Background: an optimization exercise with open tools, aiming at small area, a short achievable clock period and few clock cycles. Do not read the settings as production practice. Only simulation tests tie the RTL to the original design; equivalence was not proved.

==> run a <==
// pll_solver
module pll_solver (
    input  wire        clk,
    input  wire        rst,
    input  wire        start,
    input  wire [31:0] pclk,
    input  wire [31:0] refclk,
    input  wire [7:0]  dpi_lanes,
    input  wire [7:0]  dsi_lanes,
    input  wire [15:0] hsw,
    input  wire [15:0] hbp,
    input  wire [15:0] vsw,
    input  wire [15:0] vbp,
    output wire        ready,
    output reg         done,
    output reg  [2:0]  err,
    output reg         valid,
    output reg  [8:0]  fbd,
    output reg  [3:0]  prd,
    output reg  [1:0]  frs,
    output reg  [31:0] pll_freq,
    output wire [31:0] bitclk,
    output reg  [31:0] target,
    output reg  [31:0] hsync,
    output reg  [16:0] vsync
);
==> flow/config.mk <==
export PLATFORM = sky130hd
export DESIGN_NAME = pll_solver
export DESIGN_NICKNAME = pll_solver
export VERILOG_FILES = /design/flow/design.v
export SDC_FILE = /design/flow/constraint.sdc
export NUM_CORES = 4
export LEC_CHECK = 0
export CAP_MARGIN = 20
export CORE_MARGIN = 2
export CORE_UTILIZATION = 40
export CTS_BUF_LIST = sky130_fd_sc_hd__clkbuf_8
export SLEW_MARGIN = 20
==> flow/constraint.sdc <==
create_clock -name core_clock -period 200.0 [get_ports {clk}]
set_input_delay 40.0000 -clock core_clock [delete_from_list [all_inputs] [get_ports {clk}]]
set_output_delay 40.0000 -clock core_clock [all_outputs]
set_load 0.01 [all_outputs]
run.sh (not shown) runs the stock make flow with config.mk's settings and CLKGATE_MAP_FILE= SYNTH_SCRIPT=/design/flow/synth_recipe.tcl, a recipe that flattens the netlist after the stock synthesis.
==> inputs of run b, as changes to run a <==
--- a/flow/design.v
+++ b/flow/design.v
@@ -46,19 +46,58 @@
     localparam [1:0] H_DIV    = 2'd2;    
     localparam [1:0] H_DIVW   = 2'd3;    
     reg [3:0] state;
     reg       idle_r;                 
     assign ready  = idle_r;
     assign bitclk = {1'b0, pll_freq[31:1]};
     reg [31:0] c_pclk;
     reg [31:0] c_ref;
+    reg [7:0]  c_dpi;
     reg [7:0]  c_dsi;
     reg [24:0] h_a;      
+    reg [15:0] h_b;      
     reg [16:0] v_a;      
+    reg [15:0] v_b;      
+    function [17:0] sdiv_h1;     
+        input [3:0]  r0;
+        input [13:0] y;
+        input [4:0]  v;
+        reg   [3:0]  rr;
+        reg   [5:0]  t;
+        reg   [13:0] q;
+        integer i;
+        begin
+            rr = r0;
+            for (i = 13; i >= 0; i = i - 1) begin
+                t    = {1'b0, rr, y[i]} - {1'b0, v};
+                q[i] = !t[5];
+                rr   = t[5] ? {rr[2:0], y[i]} : t[3:0];
+            end
+            sdiv_h1 = {rr, q};
+        end
+    endfunction
+    function [18:0] sdiv_h2;     
+        input [3:0]  r0;
+        input [14:0] y;
+        input [4:0]  v;
+        reg   [3:0]  rr;
+        reg   [5:0]  t;
+        reg   [14:0] q;
+        integer i;
+        begin
+            rr = r0;
+            for (i = 14; i >= 0; i = i - 1) begin
+                t    = {1'b0, rr, y[i]} - {1'b0, v};
+                q[i] = !t[5];
+                rr   = t[5] ? {rr[2:0], y[i]} : t[3:0];
+            end
+            sdiv_h2 = {rr, q};
+        end
+    endfunction
     reg  [31:0] dv_r;
     reg  [31:0] dv_z;
     reg  [31:0] dvi_r;
     reg  [31:0] dvi_z;
     reg  [31:0] dvi_v;
     reg  [31:0] dvo_r;
     reg  [31:0] dvo_z;
     always @(*) begin : wide_div
@@ -112,18 +151,18 @@
     reg         found;
     reg         best_sgn;           
     reg         pv;                 
     reg  [3:0]  pl_p;
     reg  [4:0]  pl_v;               
     reg         pa_ok, pb_ok;
     reg  [8:0]  pa_f, pb_f;         
     reg  [3:0]  pa_r, pb_r;
-    reg  [12:0] pa_qh, pb_qh;
-    reg  [15:0] pa_yl, pb_yl;
+    reg  [13:0] pa_qh, pb_qh;
+    reg  [14:0] pa_yl, pb_yl;
     reg  [11:0] qs;                 
     reg  [31:0] rs;                 
     wire        rz    = (r == 32'd0);
     wire        spec  = (q[11:9] != 3'd0) && !(q == 12'd512 && rz);
     wire        nb_ok = (q[11:1] != 11'd0) || (q[0] && !rz);
     wire [4:0]  pp1   = {1'b0, p} + 5'd1;
     wire [6:0]  fmask = (s_frs == 2'd0) ? 7'd0 : (s_frs == 2'd1) ? 7'd1 :
                         (s_frs == 2'd2) ? 7'd3 : 7'd7;
@@ -139,23 +178,19 @@
     pll_inc #(.W(37)) inc_b (.a(xb[43:7]), .ci(xb_lo[7]), .s(xb_hi));
     wire [44:0] xb1   = {xb_hi, xb_lo[6:0]};
     wire [44:0] yb    = xb1 >> s_frs;
     wire        b_ovf = (yb[44:33] != 12'd0) || (yb[32:29] >= pp1);
     wire [39:0] xprod = {mu_acc[31:0], mu_b[31:24]};
     wire        t_sat = (xprod[39:32] >= c_dsi);
     wire        in_t  = (state == S_TDIV1);
     wire [4:0]  h1_v  = in_t ? c_dsi[4:0] : pp1;
-    wire [3:0]  h1a_r, h1b_r;
-    wire [12:0] h1a_q, h1b_q;
-    pll_sdiv #(.N(13)) sd1a (.r0({1'b0, ya[31:29]}), .y(ya[28:16]), .v(pp1),
-                             .q(h1a_q), .r(h1a_r));
-    pll_sdiv #(.N(13)) sd1b (.r0(in_t ? xprod[35:32] : yb[32:29]),
-                             .y(in_t ? xprod[31:19] : yb[28:16]), .v(h1_v),
-                             .q(h1b_q), .r(h1b_r));
+    wire [17:0] h1a   = sdiv_h1(ya[32-1:29] & 4'hF, ya[28:15], pp1);
+    wire [17:0] h1b   = sdiv_h1(in_t ? xprod[35:32] : yb[32:29],
+                                in_t ? xprod[31:18] : yb[28:15], h1_v);
     wire [8:0]  fa_n  = rz ? (q[8:0] - 9'd1) : q[8:0];
     wire [8:0]  fb_n  = in_spec ? 9'd511 : (rz ? (q[8:0] - 9'd2) : (q[8:0] - 9'd1));
     wire [31:0] rsum, rdif;
     wire        rs_co, rd_co;
     pll_rca #(.W(32)) add_r (.a(r), .b(rs), .ci(1'b0), .s(rsum), .co(rs_co));
     pll_rca #(.W(32)) sub_r (.a(rsum), .b(~c_ref), .ci(1'b1), .s(rdif), .co(rd_co));
     wire        cy    = rs_co | rd_co;              
     wire [31:0] r_n   = cy ? rdif : rsum;
@@ -164,22 +199,20 @@
                        (s_frs == 2'd1) ? 30'd250000000 :
                        (s_frs == 2'd2) ? 30'd125000000 : 30'd62500000;
     wire [29:0] tgt   = target[29:0];
     wire [29:0] best_d = pll_freq[29:0];
     wire [29:0] wa, wb;                          
     wire        wa_co, wb_co;
     pll_rca #(.W(30)) sub_wa (.a({lo_c[28:0], 1'b0}), .b(~tgt), .ci(1'b1), .s(wa), .co(wa_co));
     pll_rca #(.W(30)) sub_wb (.a(tgt), .b(~lo_c), .ci(1'b1), .s(wb), .co(wb_co));
-    wire [3:0]  h2a_r, h2b_r;
-    wire [15:0] h2a_q, h2b_q;
-    pll_sdiv #(.N(16)) sd2a (.r0(pa_r), .y(pa_yl), .v(pl_v), .q(h2a_q), .r(h2a_r));
-    pll_sdiv #(.N(16)) sd2b (.r0(pb_r), .y(pb_yl), .v(pl_v), .q(h2b_q), .r(h2b_r));
-    wire [29:0] da    = {1'b0, pa_qh, h2a_q};
-    wire [29:0] db    = {1'b0, pb_qh, h2b_q};
+    wire [18:0] h2a   = sdiv_h2(pa_r, pa_yl, pl_v);
+    wire [18:0] h2b   = sdiv_h2(pb_r, pb_yl, pl_v);
+    wire [29:0] da    = {1'b0, pa_qh, h2a[14:0]};
+    wire [29:0] db    = {1'b0, pb_qh, h2b[14:0]};
     wire        da_lt_wa, wb_lt_db, db_lt_best, da_lt_best, da_lt_db;
     pll_lt #(.W(30)) c0 (.a(da), .b(wa),     .lt(da_lt_wa));
     pll_lt #(.W(30)) c1 (.a(wb), .b(db),     .lt(wb_lt_db));
     pll_lt #(.W(30)) c2 (.a(db), .b(best_d), .lt(db_lt_best));
     pll_lt #(.W(30)) c3 (.a(da), .b(best_d), .lt(da_lt_best));
     pll_lt #(.W(30)) c4 (.a(da), .b(db),     .lt(da_lt_db));
     wire        a_ok     = pa_ok && da_lt_wa;
     wire        b_ok     = pb_ok && !wb_lt_db;
@@ -194,37 +227,29 @@
                              .s(c_fin), .co(c_co));
     wire        upd = (state == S_SEARCH || state == S_SPECE) && pv && (a_better || b_better);
     wire [2:0]  m_n   = h_a[24] ? 3'd4 : (h_a[23:16] != 8'd0) ? 3'd3 :
                         (h_a[15:8] != 8'd0) ? 3'd2 : 3'd1;
     wire [51:0] p_val = (m_n == 3'd4) ? {mu_acc[19:0], mu_b} :
                         (m_n == 3'd3) ? {mu_acc[27:0], mu_b[31:8]} :
                         (m_n == 3'd2) ? {3'd0, mu_acc, mu_b[31:16]} :
                                         {11'd0, mu_acc, mu_b[31:24]};
-    wire [31:0] hs_d;
-    wire        hs_ge;
-    pll_rca #(.W(32)) cmp_hs (.a(p_val[43:12]), .b(~c_pclk), .ci(1'b1), .s(hs_d), .co(hs_ge));
-    wire        h_short = (p_val[51:44] == 8'd0) && !hs_ge;
+    wire        h_short = (p_val[51:44] == 8'd0) && (p_val[43:12] < c_pclk);
     reg         hshort;
     wire [16:0] hsum, vsum;
     wire        hs_co, vs_co;
-    wire [15:0] h_b   = dv_z[15:0];
-    wire [15:0] v_b   = dv_z[31:16];
-    wire [7:0]  c_dpi = mu_b[7:0];
     pll_rca #(.W(17)) add_h (.a(h_a[16:0]), .b({1'b0, h_b}), .ci(1'b0), .s(hsum), .co(hs_co));
     pll_rca #(.W(17)) add_v (.a(v_a), .b({1'b0, v_b}), .ci(1'b0), .s(vsum), .co(vs_co));
     wire        cfg_ok = (c_pclk != 32'd0) && (c_ref != 32'd0) &&
                          (c_dpi != 8'd0) && (c_dsi != 8'd0);
-    wire        ge0, ge1, ge2, ge3, ge4;
-    wire [31:0] gd0, gd1, gd2, gd3, gd4;
-    pll_rca #(.W(32)) cmp_g0 (.a(target), .b(~32'd1000000000), .ci(1'b1), .s(gd0), .co(ge0));
-    pll_rca #(.W(32)) cmp_g1 (.a(target), .b(~32'd500000000),  .ci(1'b1), .s(gd1), .co(ge1));
-    pll_rca #(.W(32)) cmp_g2 (.a(target), .b(~32'd250000000),  .ci(1'b1), .s(gd2), .co(ge2));
-    pll_rca #(.W(32)) cmp_g3 (.a(target), .b(~32'd125000000),  .ci(1'b1), .s(gd3), .co(ge3));
-    pll_rca #(.W(32)) cmp_g4 (.a(target), .b(~32'd62500000),   .ci(1'b1), .s(gd4), .co(ge4));
+    wire        ge0 = (target >= 32'd1000000000);
+    wire        ge1 = (target >= 32'd500000000);
+    wire        ge2 = (target >= 32'd250000000);
+    wire        ge3 = (target >= 32'd125000000);
+    wire        ge4 = (target >= 32'd62500000);
     wire        in0 = !ge0 && ge1;
     wire        in1 = !ge1 && ge2;
     wire        in2 = !ge2 && ge3;
     wire        in3 = !ge3 && ge4;
     wire [1:0]  frs_r = in0 ? 2'd0 : in1 ? 2'd1 : in2 ? 2'd2 : 2'd3;
     wire [29:0] s_val = tgt << frs_r;
     wire [31:0] sv_dif;
     wire        sv_ge_ref;
@@ -255,17 +280,17 @@
         end
     end
     always @(*) begin
         mui_acc = mu_acc;
         mui_b   = mu_b;
         mui_mc  = {5'd0, c_fin[29:3]};
         if (state == S_SETUP) begin
             mui_acc = 33'd0;
-            mui_b   = {24'd0, mu_b[7:0]};
+            mui_b   = {24'd0, c_dpi};
             mui_mc  = c_pclk;
         end else if (state == S_TDIV1) begin     
             mui_acc = 33'd0;
             mui_b   = {24'd0, c_dsi};
             mui_mc  = {15'd0, h_a[16:0]};
         end else if (spec_go) begin              
             mui_acc = {1'b0, r};
             mui_b   = {20'd0, q[11:9] - 3'd1, q[8:0]};
@@ -417,38 +442,39 @@
     end
     always @(posedge clk) begin
         pl_p  <= p;
         pl_v  <= h1_v;
         pa_ok <= !spec && !a_ovf;
         pb_ok <= (in_spec || !spec) && !b_ovf && (in_spec || nb_ok);
         pa_f  <= fa_n;
         pb_f  <= fb_n;
-        pa_r  <= h1a_r;
-        pa_qh <= h1a_q;
-        pa_yl <= ya[15:0];
-        pb_r  <= h1b_r;
-        pb_qh <= h1b_q;
-        pb_yl <= in_t ? xprod[18:3] : yb[15:0];
+        pa_r  <= h1a[17:14];
+        pa_qh <= h1a[13:0];
+        pa_yl <= ya[14:0];
+        pb_r  <= h1b[17:14];
+        pb_qh <= h1b[13:0];
+        pb_yl <= in_t ? xprod[17:3] : yb[14:0];
         if (upd) begin
             found    <= 1'b1;
             best_sgn <= a_better;
         end else if (pv && (state == S_SEARCH || state == S_SPECE)) begin
             found    <= found_n;
         end
         restart <= upd || (state == S_SPECE && found_n);
         case (state)
             S_IDLE: begin
                 c_pclk <= pclk;
                 c_ref  <= refclk;
-                mu_b   <= {24'd0, dpi_lanes};
+                c_dpi  <= dpi_lanes;
                 c_dsi  <= dsi_lanes;
                 h_a    <= {9'd0, hsw};
-                dv_z   <= {vbp, hbp};
+                h_b    <= hbp;
                 v_a    <= {1'b0, vsw};
+                v_b    <= vbp;
                 hj     <= H_IDLE;
                 restart <= 1'b0;
             end
             S_SETUP: begin
                 h_a    <= {8'd0, hsum};
                 v_a    <= vsum;
                 mu_acc <= muo_acc;
                 mu_b   <= muo_b;
@@ -537,40 +563,16 @@
                         end
                     end
                     default: ;
                 endcase
             end
         end
     end
 endmodule
-module pll_sdiv #(
-    parameter integer N = 8
-) (
-    input  wire [3:0]   r0,
-    input  wire [N-1:0] y,
-    input  wire [4:0]   v,
-    output wire [N-1:0] q,
-    output wire [3:0]   r
-);
-    wire [3:0] rs [0:N];
-    assign rs[0] = r0;
-    genvar i;
-    generate
-        for (i = 0; i < N; i = i + 1) begin : st
-            wire [4:0] t = {rs[i], y[N-1-i]};
-            wire [4:0] d;
-            wire       ge;
-            pll_rca #(.W(5)) sub (.a(t), .b(~v), .ci(1'b1), .s(d), .co(ge));
-            assign q[N-1-i] = ge;
-            assign rs[i+1]  = ge ? d[3:0] : t[3:0];
-        end
-    endgenerate
-    assign r = rs[N];
-endmodule
 module pll_rca #(
     parameter integer W = 8
 ) (
     input  wire [W-1:0] a,
     input  wire [W-1:0] b,
     input  wire         ci,
     output wire [W-1:0] s,
     output wire         co
CTS_BUF_LIST = not set   (was sky130_fd_sc_hd__clkbuf_8)
==> inputs of run c, as changes to run a <==
--- a/flow/design.v
+++ b/flow/design.v
@@ -194,37 +194,32 @@
                              .s(c_fin), .co(c_co));
     wire        upd = (state == S_SEARCH || state == S_SPECE) && pv && (a_better || b_better);
     wire [2:0]  m_n   = h_a[24] ? 3'd4 : (h_a[23:16] != 8'd0) ? 3'd3 :
                         (h_a[15:8] != 8'd0) ? 3'd2 : 3'd1;
     wire [51:0] p_val = (m_n == 3'd4) ? {mu_acc[19:0], mu_b} :
                         (m_n == 3'd3) ? {mu_acc[27:0], mu_b[31:8]} :
                         (m_n == 3'd2) ? {3'd0, mu_acc, mu_b[31:16]} :
                                         {11'd0, mu_acc, mu_b[31:24]};
-    wire [31:0] hs_d;
-    wire        hs_ge;
-    pll_rca #(.W(32)) cmp_hs (.a(p_val[43:12]), .b(~c_pclk), .ci(1'b1), .s(hs_d), .co(hs_ge));
-    wire        h_short = (p_val[51:44] == 8'd0) && !hs_ge;
+    wire        h_short = (p_val[51:44] == 8'd0) && (p_val[43:12] < c_pclk);
     reg         hshort;
     wire [16:0] hsum, vsum;
     wire        hs_co, vs_co;
     wire [15:0] h_b   = dv_z[15:0];
     wire [15:0] v_b   = dv_z[31:16];
     wire [7:0]  c_dpi = mu_b[7:0];
     pll_rca #(.W(17)) add_h (.a(h_a[16:0]), .b({1'b0, h_b}), .ci(1'b0), .s(hsum), .co(hs_co));
     pll_rca #(.W(17)) add_v (.a(v_a), .b({1'b0, v_b}), .ci(1'b0), .s(vsum), .co(vs_co));
     wire        cfg_ok = (c_pclk != 32'd0) && (c_ref != 32'd0) &&
                          (c_dpi != 8'd0) && (c_dsi != 8'd0);
-    wire        ge0, ge1, ge2, ge3, ge4;
-    wire [31:0] gd0, gd1, gd2, gd3, gd4;
-    pll_rca #(.W(32)) cmp_g0 (.a(target), .b(~32'd1000000000), .ci(1'b1), .s(gd0), .co(ge0));
-    pll_rca #(.W(32)) cmp_g1 (.a(target), .b(~32'd500000000),  .ci(1'b1), .s(gd1), .co(ge1));
-    pll_rca #(.W(32)) cmp_g2 (.a(target), .b(~32'd250000000),  .ci(1'b1), .s(gd2), .co(ge2));
-    pll_rca #(.W(32)) cmp_g3 (.a(target), .b(~32'd125000000),  .ci(1'b1), .s(gd3), .co(ge3));
-    pll_rca #(.W(32)) cmp_g4 (.a(target), .b(~32'd62500000),   .ci(1'b1), .s(gd4), .co(ge4));
+    wire        ge0 = (target >= 32'd1000000000);
+    wire        ge1 = (target >= 32'd500000000);
+    wire        ge2 = (target >= 32'd250000000);
+    wire        ge3 = (target >= 32'd125000000);
+    wire        ge4 = (target >= 32'd62500000);
     wire        in0 = !ge0 && ge1;
     wire        in1 = !ge1 && ge2;
     wire        in2 = !ge2 && ge3;
     wire        in3 = !ge3 && ge4;
     wire [1:0]  frs_r = in0 ? 2'd0 : in1 ? 2'd1 : in2 ? 2'd2 : 2'd3;
     wire [29:0] s_val = tgt << frs_r;
     wire [31:0] sv_dif;
     wire        sv_ge_ref;
CTS_BUF_LIST = not set   (was sky130_fd_sc_hd__clkbuf_8)
==> notes <==
Register-to-register slack, lowest first: run a, run c, run b. In run c the sequential share of layout area is lower than in run b, by 0.54 points. Worst hold slack: run b < run c < run a. The highest synthesized cell count belongs to run b, the lowest to run a. Against run b, the core utilization of run c is higher by 0.12 points. The highest design area belongs to run b, the lowest to run a. Die area: run a is lower than run b (7.4%). Global-route usage, lowest first: run b, run a, run c.
==> figures <==
| quantity | run c | run a | run b |
|---|---|---|---|
| Status | finished clean | finished clean | finished clean |
| Most common cell after layout, fill and taps aside | nor2_1 | nor2_1 | nand2_1 |
| Area used by multi-input combinational logic | 50940 um2 | 49570 um2 | 53820 um2 |
| Area occupied by registers | 13790 um2 | 13790 um2 | 14990 um2 |
| Measured slew at the worst slew-check pin | 1.377 ns | 1.257 ns | 1.304 ns |
| Nonclk buf count | 481 | 481 | 468 |
| Number of global-route vias before repair | 62032 | 59919 | 66158 |
| Tap cell instance count | 2233 | 2204 | 2370 |
| Post-placement setup slack | 158.18 ns | 158.22 ns | 157.42 ns |
| Worst clock skew | 0.07848 ns | 0.09966 ns | 0.07863 ns |
| Placement Cell Area | 74250 um2 | 72870 um2 | 78300 um2 |
| Timing endpoint of the critical path | target[23] | target[20] | target[17] |
| First-iteration detailed-routing DRC count | 8084 | 6666 | 8188 |
| Nonclk inv count | 635 | 640 | 605 |
| Share of the final layout cell area in sequential cells | 0.1790 | 0.1827 | 0.1844 |
| Netlist cell types | 101 | 95 | 98 |
| Final instance area | 77010 um2 | 75460 um2 | 81280 um2 |
| Final worst setup slack | 157.76 ns | 157.63 ns | 157.78 ns |
Testbench counts of run a, summed over its fixed seeds: cycles 4,380.
Testbench counts of run b, summed over its fixed seeds: cycles 4,380.
Testbench counts of run c, summed over its fixed seeds: cycles 4,380.

-- static timing again, ports no longer ideal --
How much do the figures lean on ideal ports? The routed layouts below were timed once more, with nothing changed but the port constraints. Step 1 assumes that a clkbuf_16 drives the clock port and a buf_2 every other input. Step 2 moves the port delays by t, midway between the first and last clock arrival at a register: inputs arrive t later, outputs are due t later. That takes back most of the time a late clock gives input paths. Three values: ideal ports, drivers, drivers and shift; two values: the first two.
run | t (ns) | setup slack, ns | worst hold slack (ns) | worst setup path after step 2 | pins driven straight from the clock port
run a | 0.996 | 157.630 / 157.541 / 158.097 | 0.456 / 0.456 / 0.456 | input to register | 1
run b | 0.841 | 157.778 / 157.678 / 157.435 | 0.451 / 0.451 / 0.451 | input to register | 1
run c | 0.797 | 157.762 / 157.681 / 158.126 | 0.454 / 0.454 / 0.454 | input to register | 1
After both steps setup and hold are still met in every run listed. The setup slack of run b, which loses most, moves by -0.100 ns with the drivers and by -0.343 ns with both steps.
